From an optimization exercise on the open Yosys and OpenROAD flow, aimed at small area, a short achievable clock period and few clock cycles; shortcuts taken in it are not production practice.
In this exercise RTL edits were held to simulation tests only and were not proved equivalent to the original.
No activity file was given, so power comes from the tool's default toggle rates.

==> run G: inputs <==
Design fex_core, start of the top module:
module fex_core (
    input  wire        clk,
    input  wire        rst,
    output reg         mem_valid,
    output reg         mem_we,
    output wire [15:0] mem_addr,
    output wire [3:0]  mem_bank,
    output reg  [7:0]  mem_wdata,
    input  wire        mem_ready,
    input  wire [7:0]  mem_rdata,
    output wire        in_ready,
    input  wire        in_valid,
    input  wire [7:0]  in_data,
    input  wire        in_end,
    output wire        out_valid,
    output wire [7:0]  out_data,
    output wire        halted,
    output reg  [1:0]  fault,
    input  wire [2:0]  dbg_sel,
    output wire [15:0] dbg_data
);
clock: 8.0 ns
lec_check: 0
cap_margin: 20
core_margin: 2
core_utilization: 40
slew_margin: 20
run.sh (not shown) runs the stock make flow with config.mk's settings and CLKGATE_MAP_FILE= SYNTH_SCRIPT=/design/flow/synth_recipe.tcl, a recipe that flattens the netlist after the stock synthesis.
==> run E: changes against run G <==
--- a/flow/design.v
+++ b/flow/design.v
@@ -51,13 +51,49 @@
     reg [15:0] ad;            
     reg [15:0] bw;            
     reg [15:0] quo;           
     reg [15:0] rem;           
     reg [3:0]  cnt;
+    reg [7:0]  wd;            
+    reg        c_sub, c_mul, c_div;   
     wire [7:0] rd = mem_rdata;
     wire [5:0] mdiff  = {1'b0, rd[4:0]} - {3'd0, rd[7:5]};
     wire [5:0] rd_mod = mdiff[5] ? mdiff + 6'd33 : mdiff;
+    reg f0_nop, f0_stk, f0_not, f0_sub, f0_mul, f0_div;
+    always @(*) begin
+        case (rd)
+            8'd0, 8'd33, 8'd66, 8'd99, 8'd132, 8'd165, 8'd198, 8'd231: f0_nop = 1'b1;
+            default: f0_nop = 1'b0;
+        endcase
+        case (rd)
+            8'd10, 8'd12, 8'd17, 8'd43, 8'd45, 8'd50, 8'd76, 8'd78, 8'd83, 8'd109, 8'd111, 8'd116, 8'd142, 8'd144, 8'd149, 8'd175, 8'd177, 8'd182, 8'd208, 8'd210, 8'd215, 8'd241, 8'd243, 8'd248: f0_sub = 1'b1;
+            default: f0_sub = 1'b0;
+        endcase
+        case (rd)
+            8'd11, 8'd44, 8'd77, 8'd110, 8'd143, 8'd176, 8'd209, 8'd242: f0_mul = 1'b1;
+            default: f0_mul = 1'b0;
+        endcase
+        case (rd)
+            8'd12, 8'd45, 8'd78, 8'd111, 8'd144, 8'd177, 8'd210, 8'd243: f0_div = 1'b1;
+            default: f0_div = 1'b0;
+        endcase
+        case (rd)
+            8'd16, 8'd49, 8'd82, 8'd115, 8'd148, 8'd181, 8'd214, 8'd247: f0_not = 1'b1;
+            default: f0_not = 1'b0;
+        endcase
+        case (rd)
+            8'd9, 8'd10, 8'd11, 8'd12, 8'd13, 8'd14, 8'd15, 8'd16, 8'd17,
+            8'd42, 8'd43, 8'd44, 8'd45, 8'd46, 8'd47, 8'd48, 8'd49, 8'd50,
+            8'd75, 8'd76, 8'd77, 8'd78, 8'd79, 8'd80, 8'd81, 8'd82, 8'd83,
+            8'd108, 8'd109, 8'd110, 8'd111, 8'd112, 8'd113, 8'd114, 8'd115, 8'd116,
+            8'd141, 8'd142, 8'd143, 8'd144, 8'd145, 8'd146, 8'd147, 8'd148, 8'd149,
+            8'd174, 8'd175, 8'd176, 8'd177, 8'd178, 8'd179, 8'd180, 8'd181, 8'd182,
+            8'd207, 8'd208, 8'd209, 8'd210, 8'd211, 8'd212, 8'd213, 8'd214, 8'd215,
+            8'd240, 8'd241, 8'd242, 8'd243, 8'd244, 8'd245, 8'd246, 8'd247, 8'd248: f0_stk = 1'b1;
+            default: f0_stk = 1'b0;
+        endcase
+    end
     wire o_imm  = (opi == 6'd1);
     wire o_mov  = (opi == 6'd2);
     wire o_lda  = (opi == 6'd3);
     wire o_ldb  = (opi == 6'd4);
     wire o_sta  = (opi == 6'd5);
@@ -101,12 +137,11 @@
             default: jpat = 3'b101;
         endcase
     end
     wire jtaken = (flags[2:0] == jpat);
     wire st_f1 = (state == S_F1);
-    wire [2:0] rsel = (state == S_HALT) ? dbg_sel :
-                      st_f1 ? (o_mov ? rd[5:3] : rd[2:0]) : rr;
+    wire [2:0] rsel = st_f1 ? (o_mov ? rd[5:3] : rd[2:0]) : rr;
     reg [15:0] rf;
     always @(*) begin
         case (rsel)
             3'd0: rf = ra;
             3'd1: rf = rb;
@@ -116,28 +151,43 @@
             3'd5: rf = ip;
             3'd6: rf = {12'd0, bank};
             default: rf = {8'd0, flags};
         endcase
     end
-    assign dbg_data = rf;
+    reg [15:0] dbg_r;
+    always @(*) begin
+        case (dbg_sel)
+            3'd0: dbg_r = ra;
+            3'd1: dbg_r = rb;
+            3'd2: dbg_r = rx;
+            3'd3: dbg_r = ry;
+            3'd4: dbg_r = {1'b0, sp};
+            3'd5: dbg_r = ip;
+            3'd6: dbg_r = {12'd0, bank};
+            default: dbg_r = {8'd0, flags};
+        endcase
+    end
+    assign dbg_data = dbg_r;
     wire [15:0] nsum  = ip + {13'd0, len};
     wire [15:0] nip   = {ip[15] & nsum[15], nsum[14:0]};
     wire        stkad = (state == S_S1) || (state == S_S3) || (state == S_S5) ||
                         (((state == S_L1) || (state == S_W1)) && (o_push || o_pop));
     wire [15:0] isum  = ad + 16'd1;
     wire [15:0] adinc = {isum[15] & ~stkad, isum[14:0]};
     wire [14:0] sp_m2 = sp - 15'd2;
     wire [15:0] tgt   = {rd, bw[7:0]};
     wire st_md = (state == S_MD);
     wire st_s4 = (state == S_S4);
-    wire [15:0] ax = st_md ? {rem[14:0], o_div & quo[15]} :
-                     st_s4 ? {rd, quo[7:0]} : quo;
-    wire        asub = st_md ? o_div : (st_s4 | o_sub);
-    wire [15:0] ay = st_md ? (o_div ? ~bw : (quo[15] ? bw : 16'd0)) :
-                     (asub ? ~bw : bw);
+    wire [15:0] ax = st_md ? {rem[14:0], c_div & quo[15]} : quo;
+    wire        asub = c_sub;
+    wire [15:0] ay = (c_mul & st_md) ? (quo[15] ? bw : 16'd0) : (c_sub ? ~bw : bw);
     wire [16:0] asum = {1'b0, ax} + {1'b0, ay} + {16'd0, asub};
     wire        div_ge = rem[15] | asum[16];
+    wire lo_eq  = (quo[7:0] == bw[7:0]);
+    wire lo_gt  = (quo[7:0] > bw[7:0]);
+    wire cmp_eq = (rd == bw[15:8]) & lo_eq;
+    wire cmp_gt = (rd > bw[15:8]) | ((rd == bw[15:8]) & lo_gt);
     reg [15:0] res;
     always @(*) begin
         if (o_mul)      res = rem;
         else if (o_div) res = quo;
         else if (o_and) res = quo & bw;
@@ -147,18 +197,16 @@
         else            res = asum[15:0];
     end
     always @(*) begin
         mem_valid = 1'b0;
         mem_we    = 1'b0;
-        mem_wdata = rf[7:0];
+        mem_wdata = wd;
         case (state)
             S_F0, S_F1, S_F2, S_F3, S_L1, S_L2, S_S1, S_S2, S_S3, S_S4, S_OUT:
                 mem_valid = 1'b1;
-            S_W1: begin mem_valid = ~ad[15]; mem_we = 1'b1; mem_wdata = rf[7:0]; end
-            S_W2: begin mem_valid = ~ad[15]; mem_we = 1'b1; mem_wdata = rf[15:8]; end
-            S_S5: begin mem_valid = 1'b1; mem_we = 1'b1; mem_wdata = res[7:0]; end
-            S_S6: begin mem_valid = 1'b1; mem_we = 1'b1; mem_wdata = res[15:8]; end
+            S_W1, S_W2: begin mem_valid = ~ad[15]; mem_we = 1'b1; end
+            S_S5, S_S6: begin mem_valid = 1'b1; mem_we = 1'b1; end
             S_IN: begin
                 mem_valid = in_valid & ~ad[15]; mem_we = 1'b1;
                 mem_wdata = in_end ? 8'd0 : in_data;
             end
             default: ;
@@ -174,15 +222,17 @@
     wire st_l1   = (state == S_L1);
     wire st_l2   = (state == S_L2);
     wire st_mov  = st_f1 & o_mov;
     wire [2:0]  wsel  = st_mov ? rd[2:0] : rr;
     wire [15:0] wv    = st_mov ? rf : {rd, st_f3 ? bw[7:0] : rd};
-    wire        bad_bank = (wsel == 3'd6) && (wv[7:4] != 4'd0);
-    wire        wgo   = mem_ready & ~bad_bank;
-    wire        we_lo = wgo & (st_f3 | st_mov | st_l1);
-    wire        we_hi = wgo & (st_f3 | st_mov | st_l2);
-    wire [7:0]  wlo   = {8{we_lo}} & {(wsel == 3'd7), (wsel == 3'd6), (wsel == 3'd5), (wsel == 3'd4),
+    wire [7:0]  nz = {(flags[7:4] != 4'd0), 1'b0, (ip[7:4] != 4'd0), (sp[7:4] != 4'd0),
+                      (ry[7:4] != 4'd0), (rx[7:4] != 4'd0), (rb[7:4] != 4'd0), (ra[7:4] != 4'd0)};
+    wire        hi_nib = st_mov ? nz[rd[5:3]] : ((st_f3 ? bw[7:4] : rd[7:4]) != 4'd0);
+    wire        bad_bank = (wsel == 3'd6) && hi_nib;
+    wire        we_lo = mem_ready & (st_f3 | st_mov | st_l1);
+    wire        we_hi = mem_ready & (st_f3 | st_mov | st_l2);
+    wire [7:0]  wlo   = {8{we_lo}} & {(wsel == 3'd7), (wsel == 3'd6) & ~hi_nib, (wsel == 3'd5), (wsel == 3'd4),
                                       (wsel == 3'd3), (wsel == 3'd2), (wsel == 3'd1), (wsel == 3'd0)};
     wire [5:0]  whi   = {6{we_hi}} & {(wsel == 3'd5), (wsel == 3'd4),
                                       (wsel == 3'd3), (wsel == 3'd2), (wsel == 3'd1), (wsel == 3'd0)};
     always @(posedge clk) begin
         if (rst) begin
@@ -212,14 +262,14 @@
         ip_nip = 1'b0; ip_rf = 1'b0; ip_tgt = 1'b0;
         sp_dec = 1'b0;
         nfault = 2'd0;
         case (state)
             S_F0: if (mem_ready) begin
-                if (rd_mod == 6'd0) begin
+                if (f0_nop) begin
                     ad_src = 3'd2; ip_nip = 1'b1;
-                end else if (rd_mod >= 6'd9 && rd_mod <= 6'd17) begin
-                    ad_src = 3'd4; sp_dec = (rd_mod != 6'd16); nstate = S_S1;
+                end else if (f0_stk) begin
+                    ad_src = 3'd4; sp_dec = ~f0_not; nstate = S_S1;
                 end else begin
                     ad_src = 3'd1; nstate = S_F1;
                 end
             end
             S_F1: if (mem_ready) begin
@@ -357,29 +407,46 @@
             else begin
                 if (wlo[4]) sp[7:0]  <= wv[7:0];
                 if (whi[4]) sp[14:8] <= wv[14:8];
             end
             if (state == S_S4 && mem_ready && o_cmp) begin
-                if (asum[15:0] == 16'd0) flags[2:0] <= 3'b001;
-                else if (asum[16])       flags[2:0] <= 3'b010;
-                else                     flags[2:0] <= 3'b100;
+                if (cmp_eq)      flags[2:0] <= 3'b001;
+                else if (cmp_gt) flags[2:0] <= 3'b010;
+                else             flags[2:0] <= 3'b100;
             end else if (wlo[7])
                 flags <= wv[7:0];
         end
     end
     always @(posedge clk) begin
-        if (state == S_F0 && mem_ready) opi <= rd_mod;
+        if (st_f1)
+            wd <= o_sta ? ra[7:0] : o_stb ? rb[7:0] : rf[7:0];
+        else if (state == S_W1 && (mem_ready || ad[15]))
+            wd <= rf[15:8];
+        else if (state == S_S2)
+            wd <= ~bw[7:0];                        
+        else if (st_s4)
+            wd <= res[7:0];
+        else if (state == S_S5 && mem_ready)
+            wd <= res[15:8];
+        else if (st_md)
+            wd <= c_div ? {quo[6:0], div_ge} : asum[7:0];
+        if (state == S_F0 && mem_ready) begin
+            opi   <= rd_mod;
+            c_sub <= f0_sub;
+            c_mul <= f0_mul;
+            c_div <= f0_div;
+        end
         if (st_f1 && mem_ready) begin
             rr <= (o_lda | o_sta) ? 3'd0 : (o_ldb | o_stb) ? 3'd1 : rd[2:0];
         end
         if (mem_ready && (st_f1 || (state == S_F2) || (state == S_S1)))
             bw[7:0] <= rd;
         if (mem_ready && (state == S_S2))
             bw[15:8] <= rd;
         if (st_md) begin
-            rem <= (o_mul | div_ge) ? asum[15:0] : ax;
-            quo <= {quo[14:0], o_div & div_ge};
+            rem <= (c_mul | div_ge) ? asum[15:0] : ax;
+            quo <= {quo[14:0], c_div & div_ge};
             cnt <= cnt + 4'd1;
         end else begin
             if (mem_ready && (state == S_S3)) quo[7:0] <= rd;
             if (mem_ready && st_s4) quo[15:8] <= rd;
             if (st_s4) begin
==> flow/config.mk (replaced) <==
export PLATFORM = sky130hd
export DESIGN_NAME = fex_core
export DESIGN_NICKNAME = fex_core
export VERILOG_FILES = /design/flow/design.v
export SDC_FILE = /design/flow/constraint.sdc
export NUM_CORES = 4
export LEC_CHECK = 0
export ABC_AREA = 1
export CAP_MARGIN = 20
export CORE_MARGIN = 2
export CORE_UTILIZATION = 40
export SLEW_MARGIN = 20
==> notes <==
Of run E and run G, run E has the higher maximum frequency (gap 17%, measured against run G). Power: run G is lower than run E (about 20%). Between run E and run G, the lower sequential power is in run G (gap about 19%, measured against run G). Run G completed with no timing, DRC or antenna violations. Run E produced a clean layout. Of run G and run E, run E has the higher first-iteration DRC count (gap 9.4%, measured against run E). Against run G, the design area of run E is larger by 13%. Between run G and run E, the lower sequential share of layout area is in run E (gap 1.3 points). In run G the critical path depth is higher than in run E, by 15. Global-route usage: run G is higher than run E (0.67 points). Between run G and run E, the lower combinational power is in run G (gap 21%, measured against run E). Between run E and run G, the lower non-clock buffer count is in run E (gap 54). Between run E and run G, the lower clock-buffer cell count is in run G (gap 14).
Testbench counts of run G, summed over its fixed seeds: cycles 151,979.
Testbench counts of run E, summed over its fixed seeds: cycles 151,979.

==> inputs of trial 98 <==
fex_core, a different RTL version from the one above (not shown whole).
// fex_core
module fex_core (
    input  wire        clk,
    input  wire        rst,
    output reg         mem_valid,
    output reg         mem_we,
    output wire [15:0] mem_addr,
    output wire [3:0]  mem_bank,
    output reg  [7:0]  mem_wdata,
    input  wire        mem_ready,
    input  wire [7:0]  mem_rdata,
    output wire        in_ready,
    input  wire        in_valid,
    input  wire [7:0]  in_data,
    input  wire        in_end,
    output wire        out_valid,
    output wire [7:0]  out_data,
    output wire        halted,
    output reg  [1:0]  fault,
    input  wire [2:0]  dbg_sel,
    output wire [15:0] dbg_data
);
clock: 8.0 ns
lec_check: 0
cap_margin: 20
core_margin: 2
core_utilization: 40
place_density: 0.5
setup_slack_margin: 3.5
slew_margin: 20
==> build 92 (differences from trial 98) <==
--- a/flow/design.v
+++ b/flow/design.v
@@ -49,10 +49,11 @@
     reg [5:0]  opi;           
     reg [2:0]  rr;            
     reg [15:0] ad;            
     reg [15:0] bw;            
     reg [15:0] quo;           
+    reg [15:0] rem;           
     reg [3:0]  cnt;
     reg [7:0]  wd;            
     reg        c_sub, c_mul, c_div;   
     wire [7:0] rd = mem_rdata;
     wire [5:0] mdiff  = {1'b0, rd[4:0]} - {3'd0, rd[7:5]};
@@ -174,33 +175,30 @@
     wire [15:0] adinc = {isum[15] & ~stkad, isum[14:0]};
     wire [14:0] sp_m2 = sp - 15'd2;
     wire [15:0] tgt   = {rd, bw[7:0]};
     wire st_md = (state == S_MD);
     wire st_s4 = (state == S_S4);
-    wire [15:0] ax = st_md ? {ad[14:0], c_div & quo[15]} : quo;
+    wire [15:0] ax = st_md ? {rem[14:0], c_div & quo[15]} : quo;
     wire        asub = c_sub;
     wire [15:0] ay = (c_mul & st_md) ? (quo[15] ? bw : 16'd0) : (c_sub ? ~bw : bw);
     wire [16:0] asum = {1'b0, ax} + {1'b0, ay} + {16'd0, asub};
-    wire        div_ge = ad[15] | asum[16];
+    wire        div_ge = rem[15] | asum[16];
     wire b_zero  = (bw == 16'd0);
     wire md_skip = b_zero | ((rd == 8'd0) & (quo[7:0] == 8'd0));
     wire lo_eq  = (quo[7:0] == bw[7:0]);
     wire lo_gt  = (quo[7:0] > bw[7:0]);
     wire cmp_eq = (rd == bw[15:8]) & lo_eq;
     wire cmp_gt = (rd > bw[15:8]) | ((rd == bw[15:8]) & lo_gt);
-    wire       hsel = (state == S_S5);
-    wire [7:0] qa   = hsel ? quo[15:8]  : quo[7:0];
-    wire [7:0] qb   = hsel ? bw[15:8]   : bw[7:0];
-    wire [7:0] sb   = hsel ? asum[15:8] : asum[7:0];
-    reg  [7:0] res;
+    reg [15:0] res;
     always @(*) begin
-        if (o_mul | o_div) res = qa;
-        else if (o_and) res = qa & qb;
-        else if (o_or)  res = qa | qb;
-        else if (o_xor) res = qa ^ qb;
-        else if (o_not) res = ~qb;
-        else            res = sb;
+        if (o_mul)      res = rem;
+        else if (o_div) res = quo;
+        else if (o_and) res = quo & bw;
+        else if (o_or)  res = quo | bw;
+        else if (o_xor) res = quo ^ bw;
+        else if (o_not) res = ~bw;
+        else            res = asum[15:0];
     end
     always @(*) begin
         mem_valid = 1'b0;
         mem_we    = 1'b0;
         mem_wdata = wd;
@@ -349,21 +347,15 @@
             end
             S_S4: if (mem_ready) begin
                 if (o_cmp) begin
                     ad_src = 3'd2; ip_nip = 1'b1; nstate = S_F0;
                 end else begin
-                    if ((o_mul | o_div) & ~md_skip) begin
-                        ad_src = 3'd7; nstate = S_MD;      
-                    end else begin
-                        ad_src = 3'd4; nstate = S_S5;
-                    end
+                    ad_src = 3'd4;
+                    nstate = ((o_mul | o_div) & ~md_skip) ? S_MD : S_S5;
                 end
             end
-            S_MD: begin
-                if (cnt == 4'd15) begin ad_src = 3'd4; nstate = S_S5; end
-                else ad_src = 3'd7;
-            end
+            S_MD: if (cnt == 4'd15) nstate = S_S5;
             S_S5: if (mem_ready) begin
                 ad_src = 3'd1; nstate = S_S6;
             end
             S_S6: if (mem_ready) begin
                 ad_src = 3'd2; ip_nip = 1'b1; nstate = S_F0;
@@ -389,11 +381,10 @@
             3'd2: ad_n = nip;
             3'd3: ad_n = {1'b0, sp};
             3'd4: ad_n = {1'b0, sp_m2};
             3'd5: ad_n = rf;
             3'd6: ad_n = tgt;
-            3'd7: ad_n = st_md ? ((c_mul | div_ge) ? asum[15:0] : ax) : 16'd0;
             default: ad_n = ad;
         endcase
     end
     always @(posedge clk) begin
         if (rst) begin
@@ -433,13 +424,13 @@
         else if (state == S_W1 && (mem_ready || ad[15]))
             wd <= rf[15:8];
         else if (state == S_S2)
             wd <= ~bw[7:0];                        
         else if (st_s4)
-            wd <= (c_mul | c_div) ? {8{c_div & b_zero}} : res;
+            wd <= (c_mul | c_div) ? {8{c_div & b_zero}} : res[7:0];
         else if (state == S_S5 && mem_ready)
-            wd <= res;
+            wd <= res[15:8];
         else if (st_md)
             wd <= c_div ? {quo[6:0], div_ge} : asum[7:0];
         if (state == S_F0 && mem_ready) begin
             opi   <= rd_mod;
             c_sub <= f0_sub;
@@ -452,19 +443,22 @@
         if (mem_ready && (st_f1 || (state == S_F2) || (state == S_S1)))
             bw[7:0] <= rd;
         if (mem_ready && (state == S_S2))
             bw[15:8] <= rd;
         if (st_md) begin
-            if (c_mul && cnt == 4'd15) quo <= asum[15:0];
-            else quo <= {quo[14:0], c_div & div_ge};
+            rem <= (c_mul | div_ge) ? asum[15:0] : ax;
+            quo <= {quo[14:0], c_div & div_ge};
             cnt <= cnt + 4'd1;
         end else begin
             if (mem_ready && (state == S_S3)) quo[7:0] <= rd;
             if (mem_ready && st_s4) begin
-                if ((c_mul | c_div) & b_zero) quo <= {16{c_div}};
+                if (c_div & b_zero) quo <= 16'hFFFF;
                 else quo[15:8] <= rd;
             end
-            if (st_s4) cnt <= 4'd0;
+            if (st_s4) begin
+                rem <= 16'd0;
+                cnt <= 4'd0;
+            end
         end
     end
 endmodule
 `default_nettype wire
--- a/flow/config.mk
+++ b/flow/config.mk
@@ -5,9 +5,9 @@
 export SDC_FILE = /design/flow/constraint.sdc
 export NUM_CORES = 4
 export LEC_CHECK = 0
 export CAP_MARGIN = 20
 export CORE_MARGIN = 2
-export CORE_UTILIZATION = 40
-export PLACE_DENSITY = 0.5
+export CORE_UTILIZATION = 60
+export PLACE_DENSITY = 0.75
 export SETUP_SLACK_MARGIN = 3.5
 export SLEW_MARGIN = 20
==> notes <==
- Between build 92 and trial 98, the lower via count is in trial 98 (gap about 11%, measured against trial 98).
- Against build 92, the clock skew of trial 98 is lower by 0.0040 ns.
- Of build 92 and trial 98, build 92 has the higher power (gap about 17%, measured against trial 98).
- In trial 98 the global-route usage is lower than in build 92, by 13 points.
- Between build 92 and trial 98, the lower worst hold slack is in trial 98 (gap 0.0060 ns).
- Of trial 98 and build 92, trial 98 has the higher wire length (gap 3.0%, measured against build 92).
- Of trial 98 and build 92, build 92 has the higher critical path depth (gap 7).
==> figures <==
Total number of vias: build 92 21.2k; trial 98 19.1k
Total wire length after detailed routing: build 92 80700 µm; trial 98 83100 µm
Fraction of final layout cells with drive strength greater than 1: build 92 0.146; trial 98 0.143
Tap Cells: build 92 384; trial 98 585
Result of the run: build 92 complete, no violations; trial 98 complete, no violations
CTS H-tree depth: build 92 1; trial 98 4
Antenna violations before repair: build 92 1; trial 98 0
Min-Delay Startpoint: build 92 fault[0]$_SDFFE_PP0P_; trial 98 fault[1]$_SDFFE_PP0P_
Total internal power: build 92 2690 µW; trial 98 2210 µW
Worst setup endpoint: build 92 wd[0]$_DFFE_PP_; trial 98 ad[5]$_SDFFE_PP0P_
Layout overhead on the synthesized area: build 92 18.9%; trial 98 17.8%
Worst setup slack for register-to-register paths: build 92 3.38 ns; trial 98 3.56 ns
Portion of the post-synthesis area used by sequential elements: build 92 0.264; trial 98 0.243
TritonCTS Buffers: build 92 24; trial 98 17
Dpl hpwl: build 92 56100 µm; trial 98 60100 µm
Testbench counts of trial 98, summed over its fixed seeds: cycles 145,563.
Testbench counts of build 92, summed over its fixed seeds: cycles 145,563.

## re-timing with driven ports
The flow's constraints put no driver on any port. The routed layouts listed below were extracted and timed again, unchanged, in two steps.
Step 1 assumes that a clkbuf_16 drives the clock port and a buf_2 every other input.
Step 2, shift: input delay + t, output delay - t, t = (earliest + latest rising clock arrival at the registers) / 2. This alone moves slack from input paths to output paths.
a / b / c = ideal ports / drivers / drivers and shift; a / b = the first two.
run	t, ns	slack for setup (ns)	slew at the worst register clock pin (ns)	worst data-port slew with drivers (ns)
run G	0.524	0.368 / 0.312 / 0.495	0.09 / 0.09	0.06
run E	0.647	1.493 / 1.465 / 1.465	0.07 / 0.07	0.08
trial 98	0.565	3.406 / 3.322 / 2.884	0.08 / 0.08	0.22
build 92	0.596	3.377 / 3.288 / 2.928	0.07 / 0.07	0.14
After both steps setup and hold are still met in every run listed. For trial 98, which loses most, drivers alone change the setup slack by -0.084 ns; drivers and shift together by -0.522 ns.
